Context: an optimization exercise on an open-source flow, tuned for small area, a short achievable clock period and few clock cycles. The choices shown serve that exercise and are no tape-out recipe. The RTL was checked by simulation tests, not by an equivalence proof against the original design. Power is estimated from default activity; no workload was simulated.

run A:
## ash_rx
module ash_rx (
    input  wire       clk,
    input  wire       rst,
    input  wire       in_valid,
    input  wire [7:0] in_byte,
    output wire       in_ready,
    output wire       out_valid,
    input  wire       out_ready,
    output wire [4:0] out_tag,
    output wire [7:0] out_data,
    output wire       out_last
);
    localparam integer N    = 128;         
    localparam integer RS   = 16;          
    localparam integer RSB  = 4;           
    localparam integer WS   = 16;          
    localparam integer WSB  = 4;           
    localparam integer NWT  = N / WS;
    localparam integer D    = 8;           
    localparam integer DB   = 3;           
    localparam [7:0] FLAG = 8'h7E, ESC = 8'h7D, XON = 8'h11, XOFF = 8'h13,
                     SUB  = 8'h18, CAN = 8'h1A;
    localparam [3:0] C_GOOD = 4'd0, C_BAD_ESCAPE = 4'd1, C_SHORT = 4'd2,
                     C_CRC = 4'd3, C_UNKNOWN = 4'd4, C_BAD_LENGTH = 4'd5,
                     C_BAD_VERSION = 4'd6, C_CANCEL = 4'd7, C_SUB = 4'd8,
                     C_XON = 4'd9, C_XOFF = 4'd10, C_OVERFLOW = 4'd11,
                     C_GOOD_FULL = 4'd15;
    localparam [4:0] T_BODY = 5'h07;
    function automatic is_reserved(input [7:0] b);
        is_reserved = (b == FLAG) || (b == ESC) || (b == XON) ||
                      (b == XOFF) || (b == SUB) || (b == CAN);
    endfunction
    function automatic is_mark(input [7:0] b);
        is_mark = (b == FLAG) || (b == XON) || (b == XOFF) ||
                  (b == SUB) || (b == CAN);
    endfunction
    function automatic [15:0] crc16_byte(input [15:0] c_in, input [7:0] b);
        integer k;
        reg [15:0] c;
        begin
            c = c_in ^ {b, 8'h00};
            for (k = 0; k < 8; k = k + 1)
                c = c[15] ? ((c << 1) ^ 16'h1021) : (c << 1);
            crc16_byte = c;
        end
    endfunction
  ...
For scale: ~1200 flip-flops, ~28 I/O pins.
Settings: LEC_CHECK=0, CAP_MARGIN=20, CORE_MARGIN=2, CORE_UTILIZATION=40, SLEW_MARGIN=20; clock period 8.0 ns.
standard.sh (not shown) runs the stock make flow with config.mk's settings and CLKGATE_MAP_FILE= SYNTH_SCRIPT=/design/flow/synth_recipe.tcl, a recipe that flattens the netlist after the stock synthesis.
==> flow/flow/run.sh <==
#!/bin/bash
# The standard layout (standard.sh: the standard synthesis and the ORFS
# steps to finish), with two changes: clock tree synthesis is run without
# dummy loads, and timing repair aims at a setup slack margin of 5.45 ns.
# Everything the steps print goes to standard.log here; ORFS keeps each
# step's own log under orfs/logs/.
set -euo pipefail
export CTS_ARGS="-sink_clustering_enable -repair_clock_nets -dont_use_dummy_load -sink_clustering_size 30 -sink_clustering_max_diameter 70"
export SETUP_SLACK_MARGIN=5.45
bash standard.sh > standard.log 2>&1
Testbench counts of run A, summed over its fixed seeds: cycles 9,847.
Input changes introduced in run B (baseline for comparison: run A):
- CORE_UTILIZATION: 40 -> 60
## What came out
Run B against run A: die area now smaller; final non-filler cell total -10%.
Measured against each other, run A and run B differ in final critical delay including setup and external delays, the lower figure coming from run B.
[compare] base=run A new=run B: worst hold slack rose 0.046 ns; clock input transition at the sequential cells of the worst setup and hold paths fell 0.02 ns; finished layout cell area fell by about 0.8%.
Edits applied to the flow inputs when going from run B to run C:
- changing CORE_UTILIZATION from 60 to 40
- setting ABC_AREA to 1 for the first time
Notes after the runs:
Run C closes out successfully: all stages finished, all timing, DRC and antenna checks passed.
Worst setup slack down 0.0046 ns in run C wrt run B
In run C, part of the power in combinational logic is higher than in run B.
For the power density normalized to cell area, run C came in 5.6% higher than run B did.
In the metrics for run B and run C, the one carrying the lower die width is run B.
For run D, these inputs were changed with respect to run C:
- clearing ABC_AREA, which used to be 1
==> flow/flow/run.sh <==
#!/bin/bash
# The standard layout (standard.sh: the standard synthesis and the ORFS
# steps to finish), with two changes: clock tree synthesis is run without
# dummy loads, and timing repair aims at a setup slack margin of 5.4 ns.
# Everything the steps print goes to standard.log here; ORFS keeps each
# step's own log under orfs/logs/.
set -euo pipefail
export CTS_ARGS="-sink_clustering_enable -repair_clock_nets -dont_use_dummy_load"
export SETUP_SLACK_MARGIN=5.4
bash standard.sh > standard.log 2>&1
Results
- Run D — final non-filler cell total 355 lower, run C as reference
- Between run D and run C, total power is higher for run D, run C comes in under that.
- Cmp run D and run C / combinational share of power / lower: run D
- out_data[2] as the endpoint of the most critical setup path was reported by run D, and in_ready by run C.

========
trial 13:
Another version of the RTL of ash_rx (not shown whole).
For scale: about 2,100 cells after synthesis, ~1,200 flip-flops, about 28 I/O pins.
==> flow/config.mk <==
export PLATFORM = sky130hd
export DESIGN_NAME = ash_rx
export DESIGN_NICKNAME = ash_rx
export VERILOG_FILES = /design/flow/design.v
export SDC_FILE = /design/flow/constraint.sdc
export NUM_CORES = 4
export LEC_CHECK = 0
export CAP_MARGIN = 20
export CORE_MARGIN = 2
export CORE_UTILIZATION = 40
export SETUP_SLACK_MARGIN = 5
export SLEW_MARGIN = 20
==> flow/constraint.sdc <==
create_clock -name core_clock -period 8.0 [get_ports {clk}]
set_input_delay 1.6000 -clock core_clock [delete_from_list [all_inputs] [get_ports {clk}]]
set_output_delay 1.6000 -clock core_clock [all_outputs]
set_load 0.01 [all_outputs]
==> flow/flow/run.sh <==
#!/bin/bash
# The standard layout (standard.sh: the standard synthesis and the ORFS
# steps to finish), with one change: clock tree synthesis is run without
# dummy loads. Everything the steps print goes to standard.log here; ORFS
# keeps each step's own log under orfs/logs/.
set -euo pipefail
export CTS_ARGS="-sink_clustering_enable -repair_clock_nets -dont_use_dummy_load"
bash standard.sh > standard.log 2>&1
Trial 13 did not stop at any stage, and its layout met the timing, design-rule and antenna checks.
Testbench counts of trial 13, summed over its fixed seeds: cycles 10,095.
### trial 13 -> trial 11
==> flow/run.sh (new file) <==
#!/bin/bash
# synth_recipe.tcl (not shown) runs the flow's synth.tcl, then flattens the netlist and writes it again
# the make line also repeats each setting of config.mk as NAME=value (left out here)
make -C /OpenROAD-flow-scripts/flow DESIGN_CONFIG=/design/flow/config.mk WORK_HOME=/design/flow/orfs CLKGATE_MAP_FILE= SYNTH_SCRIPT=/design/flow/synth_recipe.tcl finish
removed: flow/flow/run.sh
removed: flow/standard.sh
[summary]
- Trial 11 has completed all stages; timing, DRC and antenna checks passed.
- Measured against trial 13, the total power of trial 11 comes out at 1.09 times the reference value.
- Trial 11 vs. trial 13: first-iteration DRC count went up by 9.
- In the reports for trial 11 and trial 13, the smaller final worst-path cycle share belongs to trial 13.
- Trial 11 vs trial 13: post-layout instance area up by a few percent
- Diff trial 13 -> trial 11: number of cells upsized or downsized after cts up 3; sequential share of power fell 4.8 points; met2 routing resource usage after global routing went up 0.21 points.
- The final reports for trial 11 and trial 13 show count of filler cells inserted in the layout lower in the former.
- Measured against each other, trial 11 and trial 13 differ in worst-case setup margin in the final layout, the lower figure coming from trial 11.

-- afterwards: timing with drivers on the ports --
In the flow no input, the clock included, has a driving cell. The finished layouts below were timed again as built, in two steps. Step 1 sets driving cells, clkbuf_16 on the clock port and buf_2 on the other inputs (assumed; they add their load-dependent delay and slew). Step 2 times the ports against the registers' clock, not the clock port: input delays grow and output delays shrink by t, the midpoint of the rising clock arrivals with the driver on. a / b / c = ideal / step 1 / step 2; a / b = the first two.
run | t, ns | setup WS [ns] | worst setup path after step 2 | clock arrival spread, ns
run A | 0.657 | 5.309 / 5.251 / 4.707 | input to register | 0.063 / 0.063
run B | 0.657 | 5.358 / 5.299 / 4.728 | input to register | 0.064 / 0.064
run C | 0.666 | 5.353 / 5.291 / 4.860 | input to register | 0.082 / 0.082
run D | 0.678 | 5.315 / 5.254 / 4.690 | input to register | 0.065 / 0.065
trial 13 | 0.684 | 5.074 / 5.033 / 4.426 | input to register | 0.058 / 0.058
trial 11 | 0.710 | 5.060 / 4.996 / 4.392 | input to register | 0.027 / 0.027
After both steps every run listed still meets setup and hold. The setup slack of trial 11, which loses most, moves by -0.064 ns with the drivers and by -0.668 ns with both steps.
